This design comes from an exercise in tuning for a short achievable clock period and few clock cycles on the open sky130 flow, not from production work. Only simulation tests tie the RTL to the original design; equivalence was not proved. No activity file was given, so power comes from the tool's default toggle rates.

[config.mk]
export PLATFORM = sky130hd
export DESIGN_NAME = lm15_lge
export DESIGN_NICKNAME = lm15_lge
export VERILOG_FILES = /design/flow/design.v
export SDC_FILE = /design/flow/constraint.sdc
export NUM_CORES = 4
export LEC_CHECK = 0
export CAP_MARGIN = 20
export CORE_MARGIN = 2
export CORE_UTILIZATION = 40
export SLEW_MARGIN = 20
[constraint.sdc]
create_clock -name core_clock -period 10.0 [get_ports {clk}]
set_input_delay 2.0000 -clock core_clock [delete_from_list [all_inputs] [get_ports {clk}]]
set_output_delay 2.0000 -clock core_clock [all_outputs]
set_load 0.01 [all_outputs]
[design.v]
module lm15_lge (
    input  wire        clk,
    input  wire        rst,
    input  wire        cmd_valid,
    input  wire [87:0] cmd_word,
    output wire        busy,
    output reg         ill,
    output reg         lcd_ce,       
    output reg         lcd_rs,       
    output reg         tx_valid,
    output reg  [7:0]  tx_data,
    input  wire        tx_ready,
    output reg         mem_re,
    output reg  [1:0]  mem_space,    
    output reg  [15:0] mem_addr,
    input  wire [15:0] mem_rdata
);
    localparam [3:0] IL_TAG_YS_LO = 4'h4;
    localparam [3:0] IL_TAG_YS_HI = 4'h5;
    localparam [3:0] IL_TAG_YE_LO = 4'h6;
    localparam [3:0] IL_TAG_YE_HI = 4'h7;
    localparam [3:0] IL_TAG_MODE  = 4'h8;
    localparam [1:0] SP_FONT = 2'd0, SP_TEXT = 2'd1, SP_PIXB = 2'd2, SP_PIXT = 2'd3;
    localparam [2:0] CK_WIN = 3'd0, CK_CONTRAST = 3'd1, CK_LCDON = 3'd2,
                     CK_INV = 3'd3, CK_START = 3'd4, CK_INVL = 3'd5;
    localparam [1:0] SRC_FG = 2'd0, SRC_BG = 2'd1, SRC_GLYPH = 2'd2, SRC_MEM = 2'd3;
    localparam [5:0]
        S_IDLE    = 6'd0,
        S_DECODE  = 6'd1,
        S_DONE    = 6'd2,
        S_C_RS    = 6'd3,
        S_C_CE    = 6'd4,
        S_C_TX    = 6'd5,
        S_C_END   = 6'd6,
        S_C_RSD   = 6'd7,
        S_D_CE    = 6'd8,
        S_D_PAIR  = 6'd9,
        S_D_RD    = 6'd10,
        S_D_LAT   = 6'd11,
        S_D_TXH   = 6'd12,
        S_D_TXL   = 6'd13,
        S_D_END   = 6'd14,
        S_F_STREAM = 6'd15,
        S_R_NEXT  = 6'd16,
        S_B_STEP  = 6'd17,
        S_T_RDCH  = 6'd18,
        S_T_CH    = 6'd19,
        S_T_RDW   = 6'd20,
        S_T_W     = 6'd21,
        S_T_COL   = 6'd22,
        S_T_BITS  = 6'd23,
        S_T_NEXT  = 6'd24,
        S_T_SP    = 6'd25;
    reg [5:0] state;
    reg [5:0] ret;         
    reg [5:0] fill_ret;    
    reg [7:0]  op, a, b, c, d;
    reg [15:0] fg, bg;
    reg [7:0] wx, wy;
    reg [8:0] ww, wh;
    reg [2:0] ckind;
    reg [3:0] clen;
    reg [3:0] idx;
    reg [1:0]  src;
    reg [16:0] cnt;
    reg [15:0] pix;
    reg [15:0] pptr;       
    reg [1:0]  pspace;     
    reg [1:0] rpass;
    reg [7:0] bx, by, bx2, by2, bdx, bdy;
    reg       bsy;         
    reg signed [9:0] berr;
    reg [7:0]  tx_x;
    reg [10:0] gb;
    reg [7:0]  gw;
    reg [7:0]  col;
    reg [7:0]  bits;
    assign busy = (state != S_IDLE);
    wire [9:0] xs_full = {1'b0, wx, 1'b0} + 10'd6;
    wire [9:0] xe_full = ({2'b0, wx} + {1'b0, ww} - 10'd1) * 2 + 10'd7;
    wire [7:0] xs = xs_full[7:0];
    wire [7:0] xe = xe_full[7:0];
    wire [7:0] ys = wy;
    wire [9:0] ye_full = {2'b0, wy} + {1'b0, wh} - 10'd1;
    wire [7:0] ye = ye_full[7:0];
    wire [7:0] il_ye = a + b - 8'd1;
    reg [7:0] cbyte;
    always @(*) begin
        cbyte = 8'h00;
        case (ckind)
            CK_WIN: case (idx)
                4'd0: cbyte = 8'hF0;
                4'd1: cbyte = {4'h0, xs[3:0]};
                4'd2: cbyte = {4'h1, xs[7:4]};
                4'd3: cbyte = {4'h2, ys[3:0]};
                4'd4: cbyte = {4'h3, ys[7:4]};
                4'd5: cbyte = 8'hF5;
                4'd6: cbyte = {4'h0, xe[3:0]};
                4'd7: cbyte = {4'h1, xe[7:4]};
                4'd8: cbyte = {4'h2, ye[3:0]};
                default: cbyte = {4'h3, ye[7:4]};
            endcase
            CK_CONTRAST: case (idx)
                4'd0: cbyte = 8'hF4;
                4'd1: cbyte = {4'hB, a[7:4]};
                default: cbyte = {4'hA, a[3:0]};
            endcase
            CK_LCDON: case (idx)
                4'd0: cbyte = 8'hF0;
                default: cbyte = {7'b1000_000, a[0]};
            endcase
            CK_INV: case (idx)
                4'd0: cbyte = 8'hF0;
                default: cbyte = a[0] ? 8'h99 : 8'h91;
            endcase
            CK_START: case (idx)
                4'd0: cbyte = 8'hF0;
                4'd1: cbyte = {4'h4, a[3:0]};
                default: cbyte = {4'h5, a[7:4]};
            endcase
            default: case (idx)    
                4'd0: cbyte = 8'hF5;
                4'd1: cbyte = {IL_TAG_YS_LO, a[3:0]};
                4'd2: cbyte = {IL_TAG_YS_HI, a[7:4]};
                4'd3: cbyte = 8'hF5;
                4'd4: cbyte = {IL_TAG_YE_LO, il_ye[3:0]};
                4'd5: cbyte = {IL_TAG_YE_HI, il_ye[7:4]};
                4'd6: cbyte = 8'hF5;
                default: cbyte = {IL_TAG_MODE, 2'b00, c[1:0]};
            endcase
        endcase
    end
    reg [15:0] pcolor;
    always @(*) begin
        case (src)
            SRC_FG:    pcolor = fg;
            SRC_BG:    pcolor = bg;
            SRC_GLYPH: pcolor = bits[7] ? fg : bg;
            default:   pcolor = pix;
        endcase
    end
    wire [7:0] min_ac = (a < c) ? a : c;
    wire [7:0] min_bd = (b < d) ? b : d;
    wire [7:0] abs_ac = (a < c) ? (c - a) : (a - c);
    wire [7:0] abs_bd = (b < d) ? (d - b) : (b - d);
    wire       swp    = (a > c);
    wire [7:0] n_x    = swp ? c : a;
    wire [7:0] n_y    = swp ? d : b;
    wire [7:0] n_x2   = swp ? a : c;
    wire [7:0] n_y2   = swp ? b : d;
    wire [7:0] n_dx   = n_x2 - n_x;
    wire [7:0] n_dy   = (n_y < n_y2) ? (n_y2 - n_y) : (n_y - n_y2);
    wire       n_sy   = !(n_y < n_y2);
    wire signed [9:0] n_err = (n_dx > n_dy) ? $signed({3'b0, n_dx[7:1]})
                                            : -$signed({3'b0, n_dy[7:1]});
    wire signed [9:0] e2     = berr;
    wire signed [9:0] sdx    = $signed({2'b0, bdx});
    wire signed [9:0] sdy    = $signed({2'b0, bdy});
    wire              step_x = (e2 > -sdx);
    wire              step_y = (e2 < sdy);
    wire signed [9:0] err_a  = step_x ? (berr - sdy) : berr;
    wire signed [9:0] err_b  = step_y ? (err_a + sdx) : err_a;
    wire [7:0]        nbx    = step_x ? (bx + 8'd1) : bx;
    wire [7:0]        nby    = step_y ? (bsy ? (by - 8'd1) : (by + 8'd1)) : by;
    wire [10:0] rd_gb = ({3'b0, mem_rdata[7:0]} - 11'd32) * 11'd6;
    wire [10:0] col_addr = gb + 11'd1 + {3'b0, col};
    reg        f_go;
    reg [7:0]  f_x, f_y;
    reg [8:0]  f_w, f_h;
    reg [1:0]  f_src;
    reg [5:0]  f_ret;
    always @(*) begin
        f_go  = 1'b0;
        f_x   = a;
        f_y   = b;
        f_w   = {1'b0, c};
        f_h   = {1'b0, d};
        f_src = SRC_FG;
        f_ret = S_DONE;
        case (state)
            S_DECODE: case (op)
                8'h10: begin                     
                    f_go = 1'b1; f_w = 9'd1; f_h = 9'd1;
                end
                8'h11: begin                     
                    f_go = 1'b1;
                    if (b == d) begin
                        f_x = min_ac; f_w = {1'b0, abs_ac} + 9'd1; f_h = 9'd1;
                    end else if (a == c) begin
                        f_y = min_bd; f_w = 9'd1; f_h = {1'b0, abs_bd} + 9'd1;
                    end else begin
                        f_x = n_x; f_y = n_y; f_w = 9'd1; f_h = 9'd1;
                        f_ret = S_B_STEP;
                    end
                end
                8'h12: f_go = 1'b1;              
                8'h13: begin                     
                    f_go = 1'b1; f_h = 9'd1; f_ret = S_R_NEXT;
                end
                8'h14: begin                     
                    f_go = 1'b1; f_x = 8'd0; f_y = 8'd0; f_w = 9'd101; f_h = 9'd80;
                end
                8'h15, 8'h16: begin              
                    f_go = 1'b1; f_src = SRC_MEM;
                end
                default: ;
            endcase
            S_R_NEXT: begin
                f_go = (rpass != 2'd3);
                f_ret = S_R_NEXT;
                case (rpass)
                    2'd0: begin f_y = b + d - 8'd1; f_h = 9'd1; end   
                    2'd1: begin f_w = 9'd1; end                        
                    default: begin f_x = a + c - 8'd1; f_w = 9'd1; end  
                endcase
            end
            S_B_STEP: begin
                f_go = !(bx == bx2 && by == by2);
                f_x = nbx; f_y = nby; f_w = 9'd1; f_h = 9'd1;
                f_ret = S_B_STEP;
            end
            S_T_COL: begin
                f_go = (col == gw);              
                f_x = tx_x; f_w = 9'd1; f_h = 9'd8;
                f_src = SRC_BG; f_ret = S_T_SP;
            end
            S_T_BITS: begin
                f_go = 1'b1;
                f_x = tx_x; f_w = 9'd1; f_h = 9'd8;
                f_src = SRC_GLYPH; f_ret = S_T_NEXT;
            end
            default: ;
        endcase
    end
    always @(*) begin
        tx_valid  = 1'b0;
        tx_data   = 8'h00;
        mem_re    = 1'b0;
        mem_space = SP_FONT;
        mem_addr  = 16'h0000;
        case (state)
            S_C_TX:  begin tx_valid = 1'b1; tx_data = cbyte; end
            S_D_TXH: begin tx_valid = 1'b1; tx_data = pcolor[15:8]; end
            S_D_TXL: begin tx_valid = 1'b1; tx_data = pcolor[7:0]; end
            S_D_RD:  begin mem_re = 1'b1; mem_space = pspace; mem_addr = pptr; end
            S_T_RDCH: begin mem_re = 1'b1; mem_space = SP_TEXT; mem_addr = pptr; end
            S_T_RDW: begin mem_re = 1'b1; mem_space = SP_FONT; mem_addr = {5'b0, gb}; end
            S_T_COL: begin
                mem_re = (col != gw); mem_space = SP_FONT; mem_addr = {5'b0, col_addr};
            end
            default: ;
        endcase
    end
    always @(posedge clk) begin
        if (rst) begin
            state  <= S_IDLE;
            lcd_ce <= 1'b0;
            lcd_rs <= 1'b1;
            ill    <= 1'b0;
        end else begin
            case (state)
                S_IDLE: if (cmd_valid) begin
                    op <= cmd_word[87:80];
                    a  <= cmd_word[79:72];
                    b  <= cmd_word[71:64];
                    c  <= cmd_word[63:56];
                    d  <= cmd_word[55:48];
                    fg <= cmd_word[47:32];
                    bg <= cmd_word[31:16];
                    pptr <= cmd_word[15:0];
                    state <= S_DECODE;
                end
                S_DECODE: begin
                    ret <= S_DONE;
                    case (op)
                        8'h01: begin
                            wx <= a; wy <= b; ww <= {1'b0, c}; wh <= {1'b0, d};
                            ckind <= CK_WIN; clen <= 4'd10; state <= S_C_RS;
                        end
                        8'h02: begin ckind <= CK_CONTRAST; clen <= 4'd3; state <= S_C_RS; end
                        8'h03: begin ckind <= CK_LCDON;    clen <= 4'd2; state <= S_C_RS; end
                        8'h04: begin ckind <= CK_INV;      clen <= 4'd2; state <= S_C_RS; end
                        8'h05: begin ckind <= CK_START;    clen <= 4'd3; state <= S_C_RS; end
                        8'h06: begin ckind <= CK_INVL;     clen <= 4'd8; state <= S_C_RS; end
                        8'h10, 8'h12, 8'h14: ;           
                        8'h11: begin
                            bx <= n_x; by <= n_y; bx2 <= n_x2; by2 <= n_y2;
                            bdx <= n_dx; bdy <= n_dy; bsy <= n_sy; berr <= n_err;
                        end
                        8'h13: rpass <= 2'd0;
                        8'h15: pspace <= SP_PIXB;
                        8'h16: pspace <= SP_PIXT;
                        8'h20: begin
                            tx_x  <= a;
                            state <= S_T_RDCH;
                        end
                        default: begin
                            ill   <= 1'b1;
                            state <= S_DONE;
                        end
                    endcase
                end
                S_DONE: state <= S_IDLE;
                S_C_RS: begin lcd_rs <= 1'b0; state <= S_C_CE; end
                S_C_CE: begin lcd_ce <= 1'b1; idx <= 4'd0; state <= S_C_TX; end
                S_C_TX: if (tx_ready) begin
                    idx <= idx + 4'd1;
                    if (idx == clen - 4'd1) state <= S_C_END;
                end
                S_C_END: begin lcd_ce <= 1'b0; state <= S_C_RSD; end
                S_C_RSD: begin lcd_rs <= 1'b1; state <= ret; end
                S_F_STREAM: begin
                    cnt <= ww * wh;
                    ret <= fill_ret;
                    state <= S_D_CE;
                end
                S_D_CE: begin lcd_ce <= 1'b1; state <= S_D_PAIR; end
                S_D_PAIR: begin
                    if (cnt == 17'd0)       state <= S_D_END;
                    else if (src == SRC_MEM) state <= S_D_RD;
                    else                    state <= S_D_TXH;
                end
                S_D_RD:  state <= S_D_LAT;
                S_D_LAT: begin pix <= mem_rdata; state <= S_D_TXH; end
                S_D_TXH: if (tx_ready) state <= S_D_TXL;
                S_D_TXL: if (tx_ready) begin
                    cnt  <= cnt - 17'd1;
                    if (src == SRC_MEM) pptr <= pptr + 16'd1;
                    bits <= {bits[6:0], 1'b0};
                    state <= S_D_PAIR;
                end
                S_D_END: begin lcd_ce <= 1'b0; state <= ret; end
                S_R_NEXT: begin
                    rpass <= rpass + 2'd1;
                    if (rpass == 2'd3) state <= S_DONE;
                end
                S_B_STEP: begin
                    if (bx == bx2 && by == by2) state <= S_DONE;
                    else begin
                        berr <= err_b;
                        bx <= nbx;
                        by <= nby;
                    end
                end
                S_T_RDCH: state <= S_T_CH;
                S_T_CH: begin
                    if (mem_rdata[7:0] == 8'h00) state <= S_DONE;
                    else begin
                        pptr  <= pptr + 16'd1;
                        gb    <= rd_gb;
                        state <= S_T_RDW;
                    end
                end
                S_T_RDW: state <= S_T_W;
                S_T_W: begin
                    gw    <= mem_rdata[7:0];
                    col   <= 8'd0;
                    state <= S_T_COL;
                end
                S_T_COL: if (col != gw) state <= S_T_BITS;
                S_T_BITS: bits <= mem_rdata[7:0];
                S_T_NEXT: begin
                    tx_x  <= tx_x + 8'd1;
                    col   <= col + 8'd1;
                    state <= S_T_COL;
                end
                S_T_SP: begin
                    tx_x  <= tx_x + 8'd1;
                    state <= S_T_RDCH;
                end
                default: state <= S_IDLE;
            endcase
            if (f_go) begin
                wx <= f_x; wy <= f_y; ww <= f_w; wh <= f_h;
                src <= f_src;
                fill_ret <= f_ret;
                ckind <= CK_WIN;
                clen <= 4'd10;
                ret <= S_F_STREAM;
                state <= S_C_RS;
            end
        end
    end
endmodule
[run.sh]
#!/bin/bash
# synth_recipe.tcl (not shown) runs the flow's synth.tcl, then flattens the netlist and writes it again
# the make line also repeats each setting of config.mk as NAME=value (left out here)
make -C /OpenROAD-flow-scripts/flow DESIGN_CONFIG=/design/flow/config.mk WORK_HOME=/design/flow/orfs CLKGATE_MAP_FILE= SYNTH_SCRIPT=/design/flow/synth_recipe.tcl finish
==> notes.md <==
## metal layers
metal	vias up	global-route usage, %	wire [um]
met2	792	39.4	35200
met1	9709	32.8	33300
met5	-	0	13
met3	152	4.69	5950
met4	2	7.27	2220
li1	9471	-	-
## cell usage after synthesis (11+ instances only)
| library cell | instances |
|---|---|
| a22o_1 | 14 |
| xor2_1 | 86 |
| a22oi_1 | 16 |
| nor2_1 | 241 |
| a31oi_1 | 23 |
| mux2_2 | 12 |
| nor2b_1 | 29 |
| o21a_1 | 12 |
| a211oi_1 | 11 |
| o21ai_0 | 151 |
| and2_1 | 23 |
| xnor2_1 | 119 |
| or3_1 | 13 |
| ha_1 | 205 |
| edfxtp_1 | 278 |
| clkbuf_1 | 89 |
| nand4_1 | 13 |
| a21o_1 | 34 |
| o22ai_1 | 20 |
| mux2i_1 | 57 |
| fa_1 | 63 |
| nor4_1 | 21 |
| nand2_1 | 239 |
| o221ai_1 | 26 |
| and3_1 | 15 |
| o211ai_1 | 17 |
| a21oi_1 | 180 |
| o21bai_1 | 18 |
| nand3_1 | 54 |
| buf_1 | 13 |
| nand2b_1 | 25 |
| nor3_1 | 52 |
| inv_1 | 258 |
## area by class of cell
cell class              count  share of cell area [%]
multi-input cells        1942                    51.2
inverters                 263                    3.60
clock buffers              40                    3.41
clock inverters            27                    1.17
flip-flops and latches    286                    31.0
repair buffers            175                    6.06
well taps                 773                    3.52
diodes                      1                 0.00911
## kinds of logic after synthesis
logic type | count (synthesis)
AO/OA/AOI/OAI | 628
multiplexers | 70
adder cells (fa/ha/maj) | 268
XOR/XNOR | 206
flip-flops | 286
AND/OR/NAND/NOR | 770
buffers and inverters | 373
## worst max-delay path, stage by stage, from the launching register on
cell and delay, ns:
edfxtp_1 0.54, clkinv_1 0.45, ha_1 0.51, nor4_1 0.47, and2_1 0.38, a31oi_4 0.06, buf_4 0.29, mux2i_1 0.25
inv_1 0.07, ha_1 0.22, o21a_1 0.26, nor3_4 0.30, inv_4 0.11, mux2i_4 0.22, a311o_1 0.39, o21ai_0 0.39
and2_1 0.23, inv_1 0.06, ha_1 0.32, a21oi_1 0.16, o21a_1 0.17, nor2_1 0.05, a211o_1 0.40, nand2b_1 0.29
nor3_1 0.29, a211o_1 0.13
## flip-flops by register name, indices dropped and copies added, names as in the netlist, 9 cells and up
signal  flops
wh          9
cnt        17
berr       10
gb         10
pptr       16
bg         16
ww          9
fg         16
pix        16
## per-stage QoR
step / worst slack, ns / hold WS, ns / std cells
after CTS: 2.88 / 0.515 / 3505
after floorplan: 1.77 / 0.482 / 2601
after global placement: 3.11 / 0.476 / 3438
after global routing: 2.37 / 0.536 / 3506
final: 2.82 / 0.519 / 3507
after detailed placement: 2.89 / 0.487 / 3438
## final timing paths
kind / from / end / slack (ns)
setup / recovery: a[1]$_DFFE_PP_ / berr[5]$_DFFE_PP_ / 2.82
hold / removal: lcd_rs$_SDFFE_PP1P_ / lcd_rs$_SDFFE_PP1P_ / 0.52
setup reg to reg: a[1]$_DFFE_PP_ / berr[5]$_DFFE_PP_ / 2.82
hold reg to reg: lcd_rs$_SDFFE_PP1P_ / lcd_rs$_SDFFE_PP1P_ / 0.52
## power by group
group	internal [W]	total (W)	switching, W
clock	0.000820	0.00140	0.000575
combinational	0.000685	0.00181	0.00112
sequential	0.00147	0.00157	0.000102
## placed cells by master, fill, tap and decap left out, types with 12 or more instances in the layout
cell,synthesis,routed
a22o_1,14,14
xnor2_1,119,119
o22ai_1,20,20
and3_1,15,15
xor2_1,86,86
nand4_1,13,13
ha_1,205,205
and2_1,23,23
or3_1,13,13
inv_1,258,258
edfxtp_1,278,278
a31oi_1,23,23
clkdlybuf4s50_1,0,139
o21bai_1,18,18
a21o_1,34,34
nor3_1,52,51
nor2_1,241,238
o21a_1,12,12
nand3_1,54,54
clkbuf_16,0,37
o21ai_0,151,151
a21oi_1,180,177
o211ai_1,17,17
nor4_1,21,21
o221ai_1,26,26
fa_1,63,63
nor2b_1,29,29
nand2_1,239,239
mux2_2,12,12
buf_4,1,35
a22oi_1,16,16
mux2i_1,57,57
nand2b_1,25,25
==> flow_summary.yaml <==
logic_synthesis:
  synth_top_cell_area_share_pct: 34.9
  avgSynthCellArea_um2: 9.21
  synth-simple-area-share_pct: 14.9
  netlist_area_mm2: 0.0239
  synth_fa_ha_area_share_pct: 16.0
  ys.flop_type: "edfxtp_1"
  yosysSeqAreaShare_pct: 35.5
  synth_top_family_by_area: "compound AO/OA/AOI/OAI gates"
  async_flop_share_pct: 0
  synthTopCellsByArea: "edfxtp_1 35%, ha_1 11%, fa_1 5.3%, xnor2_1 4.4%, inv_1 4.0%"
  ys_seq_elements: 286
  synth_mux_area_share_pct: 3.04
  synth_nets: 2977
  yosys_warnings: 1
  synth_compound_area_share_pct: 17.1
  ys_types: 93
  yosysTopAreaCell: "edfxtp_1"
  synth-edff-count: 278
  yosys.area_share.xor_xnor_pct: 7.57
  netlist_instances: 2601
pwr:
  p_leak_nw: 10.9
  power_w: 0.00478
  p_per_area_mw_per_mm2: 174
  peakVddDrop_uv: 125
clock_tree:
  clk_path_buf_depth: 3
  clk_pin_slew_ns: 0.06
  cts_setup_buffers: 0
  cts_buffers: 37
  cts_tree: "done"
  cts_hold_buf: 0
  cts_root_buffer: "clkbuf_16"
  cts_max_level: 2
  cts_resized: 0
  clk_latency_ns: 0.59
  cts_sinks: 286
critical_path:
  crit_path_end_kind: "flip-flop"
  r2r_cells: 25
  cp_data_required_time_ns: 10.44
  critPathArrivalTime_ns: 7.63
  critPathLaunchType: "flip-flop"
  cp_max_fo: 34
  worst-setup-path-type: "flip-flop to flip-flop"
sta:
  slew_violations: 0
  setup_tns_ns: 0
  rsz0062_at_grt: "false"
  fin_crit_sh_pct: 71.8
  period_minus_slack_ns: 7.18
  tightest_slew_ns: 1.12
  hold_violations: 0
  fin_skew_ns: 0.0373
  slew_headroom_pct: 24.9
  setup_violations: 0
  fmax_mhz: 139
grt:
  antenna_found_initial: 1
  grt_pass1_wl_um: 116000
  grt-ovfl-total: 0
  grtUsageTotal_pct: 24.2
  grt_pass1_vias: 19700
  grt_max_degree: 50
finish:
  fin_nets: 3081
  multi_input_area_mm2: 0.0141
  area_growth_pct: 14.7
  fillCellCount: 5638
  seqCellArea_mm2: 0.00851
  final_util_pct: 46.4
  design_area_mm2: 0.0275
  final_layout_size_suffix_gt1_share_pct: 5.27
floorplan:
  core_mm2: 0.0591
  io_pins: 140
  floorplan.rows: 89
  die_area_mm2: 0.0618
  die_w_um: 249
  die_height_um: 249
  start_util_pct: 40.5
route:
  drc_errors: 0
  drtIter0Drc: 2109
  antenna_left: 0
  vias: 20100
  post_drt_wl_per_cell_um: 21.9
  routed_wl_um: 76700
  firstDrtPassIters: 8
  post_drt_via_cell_ratio: 5.74
placement:
  dp_hpwl_um: 59700
  portBuffers: 139
  place_congestion: 0.966
  dpl_cell_area_mm2: 0.0262
worst_hold_path:
  hold-path-cell-count: 2
  min_path_type: "flip-flop to flip-flop"
run_status:
  status: "no timing/DRC/antenna violations"
run:
  cap_violations: 0
Testbench counts, summed over its fixed seeds: cycles 345,900.

==> port drivers added, routing unchanged <==
Ports are ideal in the flow. The routed layout listed here was re-timed in OpenROAD.
Step 1: set_driving_cell puts a clkbuf_16 on clk and a buf_2 on each other input, an assumption about the parent block.
Step 2 moves the port delays by t, midway between the first and last clock arrival at a register: inputs arrive t later, outputs are due t later. That takes back most of the time a late clock gives input paths.
Three values: ideal ports, drivers, drivers and shift; two values: the first two.
t (ns): 0.631
slack for setup (ns): 2.818 / 2.818 / 2.818
clock arrival spread, ns: 0.038 / 0.038
worst data-port slew with drivers (ns): 0.05
After both steps setup and hold are still met in this run. For this run, drivers alone change the setup slack by 0.000 ns; drivers and shift together by 0.000 ns.
